What follows belongs to an exercise in optimizing a design on an open flow for small area, a short achievable clock period and few clock cycles; a production flow would make more cautious choices. RTL that was checked went through simulation tests only; none was proved equivalent to the original. No activity file was given, so power comes from the tool's default toggle rates.

Design gss_engine, start of the top module:
module gss_engine (
    input  wire        clk,
    input  wire        rst,           
    input  wire        start,         
    input  wire [15:0] in_len,        
    output reg         busy,
    output reg         done,
    output reg         err,
    output reg         passthru,
    output reg         rstop,
    output reg  [2:0]  err_code,
    output reg  [3:0]  err_info,
    output wire [15:0] err_pos,
    output reg  [15:0] res_len,
    output reg  [7:0]  hdr_enc,
    output reg  [7:0]  hdr_pack,
    output reg  [31:0] hdr_usize,
    output reg  [15:0] in_addr,
    input  wire [7:0]  in_rdata,
    output wire [15:0] out_addr,
    output reg         out_we,
    output reg  [7:0]  out_wdata,
    input  wire [7:0]  out_rdata
);
==> flow/config.mk <==
export PLATFORM = sky130hd
export DESIGN_NAME = gss_engine
export DESIGN_NICKNAME = gss_engine
export VERILOG_FILES = /design/flow/design.v
export SDC_FILE = /design/flow/constraint.sdc
export NUM_CORES = 4
export LEC_CHECK = 0
export CAP_MARGIN = 20
export CORE_MARGIN = 2
export CORE_UTILIZATION = 40
export PLACE_DENSITY = 0.6
export SETUP_SLACK_MARGIN = 5
export SLEW_MARGIN = 20
export TNS_END_PERCENT = 0
==> flow/constraint.sdc <==
create_clock -name core_clock -period 10.0 [get_ports {clk}]
set_input_delay 2.0000 -clock core_clock [delete_from_list [all_inputs] [get_ports {clk}]]
set_output_delay 2.0000 -clock core_clock [all_outputs]
set_load 0.01 [all_outputs]
standard.sh (not shown) runs the stock make flow with config.mk's settings and CLKGATE_MAP_FILE= SYNTH_SCRIPT=/design/flow/synth_recipe.tcl, a recipe that flattens the netlist after the stock synthesis.
==> flow/flow/run.sh <==
#!/bin/bash
# Standard ORFS layout (standard.sh) with two changes in how it is made:
# the port buffers are buf_1 cells, and repair_timing aims for a setup margin
# of MARGIN ns. Clock period and constraints are unchanged.
set -euo pipefail
MARGIN=7
bash standard.sh "BUFFER_PORTS_ARGS=-buffer_cell sky130_fd_sc_hd__buf_1" "SETUP_SLACK_MARGIN=$MARGIN" finish > standard_flow.log 2>&1
Testbench counts at the start, summed over its fixed seeds: cycles 133,816.
==> next run, changes <==
--- a/flow/design.v
+++ b/flow/design.v
@@ -48,12 +48,13 @@
     reg [15:0] room;        
     reg [15:0] pk_rem;      
     reg [11:0] cnt;         
     reg [1:0]  xop;         
     reg        fz;          
     reg        mbad;        
+    reg        st1;         
     reg        oa0;         
     reg        sflag;       
     reg        fb, fw;      
     reg [7:0]  r1, r2;
     reg [7:0]  tp;          
     reg        br;          
@@ -74,13 +75,13 @@
     wire        pk_one  = (pk_rem == 16'd1);
     wire        room_one = (room == 16'd1);
     wire        cnt_one = (cnt == 12'd1);
     wire        cnt_z   = (cnt == 12'd0);
     wire        o_trunc = ({4'd0, cnt} > pk_rem);
     wire        o_over  = ({4'd0, cnt} > room);
-    wire        hdr_dec4 = (state == S_HDR) ? (cnt[3:0] == 4'hF || cnt[3:0] <= 4'd1) :
+    wire        hdr_dec4 = (state == S_HDR) ? (st1 || cnt[3:0] <= 4'd1) :
                            ((state == S_ERR) && cnt[1:0] != 2'd0);
     wire [15:0] pk_dec   = pk_rem - (hdr_dec4 ? 16'd4 : 16'd1);
     reg         pv;         
     reg  [7:0]  px;         
     wire [7:0]  minu  = is_b ? r1 : r2;
     wire [7:0]  tp_m1 = tp - 8'd1;
@@ -88,16 +89,16 @@
     wire [8:0]  diff  = {1'b0, minu} - {1'b0, px_d} - {8'd0, bin};
     wire [7:0]  tp_b  = br ? tp_m1 : tp;
     always @(*) begin
         pv = 1'b0;
         px = 8'h00;
         case (state)
-            S_VAL:   begin pv = pk_nz & ~o_over & ~cnt_z; px = in_rdata; end
+            S_VAL:   begin pv = ~cnt_z; px = in_rdata; end
             S_FILL:  begin pv = 1'b1; px = fz ? 8'h00 : px_d; end
             S_COPY:  begin pv = 1'b1; px = in_rdata; end
-            S_COPY1: begin pv = ~o_trunc & ~o_over; px = in_rdata; end
+            S_COPY1: begin pv = 1'b1; px = in_rdata; end
             S_RAW:   begin pv = room_nz; px = fz ? 8'h00 : in_rdata; end
             S_END:   begin pv = ~pv_d & par & ws & room_nz; end
             default: ;
         endcase
     end
     task automatic finish;
@@ -163,53 +164,48 @@
                     out_wdata <= tp_b;
                     out_we    <= sf;
                 end
             end
             case (state)
                 S_IDLE, S_DONE: begin
-                    if (start) begin
-                        done      <= 1'b0;
-                        busy      <= 1'b1;
+                end
+                S_HDR: begin
+                    st1      <= 1'b0;
+                    cnt[3:0] <= st1 ? 4'd0 : cnt[3:0] + 4'd1;
+                    in_addr  <= (!st1 && cnt[3:0] == 4'd9) ? 16'd12 : in_addr + 16'd1;
+                    if (hdr_dec4) pk_rem <= pk_dec;
+                    if (st1) begin
                         err       <= 1'b0;
                         passthru  <= 1'b0;
                         rstop     <= 1'b0;
                         err_code  <= 3'd0;
                         err_info  <= 4'd0;
                         hdr_enc   <= 8'd0;
                         hdr_pack  <= 8'd0;
                         hdr_usize <= 32'd0;
-                        res_len   <= in_len;
-                        pk_rem    <= in_len;
-                        in_addr   <= 16'd0;
-                        cnt       <= 12'hFFF;
                         mbad      <= 1'b0;
-                        state     <= S_HDR;
+                    end else begin
+                        case (cnt[3:0])
+                            4'd0: if (in_rdata != 8'h4C) mbad <= 1'b1;
+                            4'd1: if (in_rdata != 8'h53) mbad <= 1'b1;
+                            4'd2: if (in_rdata != 8'h44) mbad <= 1'b1;
+                            4'd3: if (in_rdata != 8'h1A) mbad <= 1'b1;
+                            default: ;
+                        endcase
                     end
-                end
-                S_HDR: begin
-                    cnt[3:0] <= cnt[3:0] + 4'd1;
-                    in_addr  <= (cnt[3:0] == 4'd9) ? 16'd12 : in_addr + 16'd1;
-                    if (hdr_dec4) pk_rem <= pk_dec;
-                    case (cnt[3:0])
-                        4'd0: if (in_rdata != 8'h4C) mbad <= 1'b1;
-                        4'd1: if (in_rdata != 8'h53) mbad <= 1'b1;
-                        4'd2: if (in_rdata != 8'h44) mbad <= 1'b1;
-                        4'd3: if (in_rdata != 8'h1A) mbad <= 1'b1;
-                        default: ;
-                    endcase
-                    if ((cnt[3:0] == 4'hF && wc < 16'd6) || (cnt[3:0] == 4'd4 && mbad)) begin
+                    if ((st1 && wc < 16'd6) || (!st1 && cnt[3:0] == 4'd4 && mbad)) begin
                         passthru <= 1'b1;
                         finish;
-                    end else if (cnt[3:0] == 4'd4 && wc < 16'd12) begin
+                    end else if (!st1 && cnt[3:0] == 4'd4 && wc < 16'd12) begin
                         raise(3'd2, I_HEADER, 1'b0, 1'b0);
-                    end else if (cnt[3:0] >= 4'd4 && cnt[3:0] <= 4'd9) begin
+                    end else if (!st1 && cnt[3:0] >= 4'd4 && cnt[3:0] <= 4'd9) begin
                         hdr_usize <= {in_rdata, hdr_usize[31:8]};
                         hdr_pack  <= hdr_usize[7:0];
                         hdr_enc   <= hdr_pack;
                     end
-                    if (cnt[3:0] == 4'd10) begin
+                    if (!st1 && cnt[3:0] == 4'd10) begin
                         room  <= hdr_usize[15:0];
                         res_len <= 16'd0;
                         oa0   <= (hdr_enc == CH_S);
                         sflag <= (hdr_enc == CH_S);
                         fb    <= (hdr_enc == CH_B);
                         fw    <= (hdr_enc == CH_W);
@@ -374,9 +370,18 @@
                         pk_rem  <= pk_dec;
                         res_len <= 16'd0;
                     end
                 end
                 default: state <= S_IDLE;
             endcase
+            if (start && !busy) begin
+                done      <= 1'b0;
+                busy      <= 1'b1;
+                res_len   <= in_len;
+                pk_rem    <= in_len;
+                in_addr   <= 16'd0;
+                st1       <= 1'b1;
+                state     <= S_HDR;
+            end
         end
     end
 endmodule
What happened: Via count drops by 9.6%. Routed wire length drops by 11%. Design area drops by 6.8%. Area after synthesis drops by 3.5%. Clock skew is about the same. Worst setup slack is worse by 0.38 ns. Count of clock-buffer cells in the layout drops by 2. Hold slack is better by 0.031 ns. Combinational power drops by 21%. Core utilization drops by 1.7 points. Fmax drops by 9.8%. Non-clock buffer count drops by 26. Die area drops by 3.5%.
The RTL of the second run of this note was laid out without a check of its function.

-- what the ideal ports hide --
No port has a modelled driver above. Below, the same layouts with a new extraction and two added sets of constraints. Step 1 sets driving cells, clkbuf_16 on the clock port and buf_2 on the other inputs (assumed; they add their load-dependent delay and slew). Step 2 times the ports against the registers' clock, not the clock port: input delays grow and output delays shrink by t, the midpoint of the rising clock arrivals with the driver on. Slacks: ideal / step 1 / step 2; pairs: ideal / step 1.
| run | shift t [ns] | setup slack, ns | worst register clock-pin slew, ns |
|---|---|---|---|
| the first run | 0.507 | 6.553 / 6.547 / 6.040 | 0.08 / 0.08 |
| the second run | 0.504 | 6.177 / 6.207 / 5.703 | 0.09 / 0.09 |
After both steps every run listed still meets setup and hold. The setup slack of the first run, which loses most, moves by -0.006 ns with the drivers and by -0.513 ns with both steps.
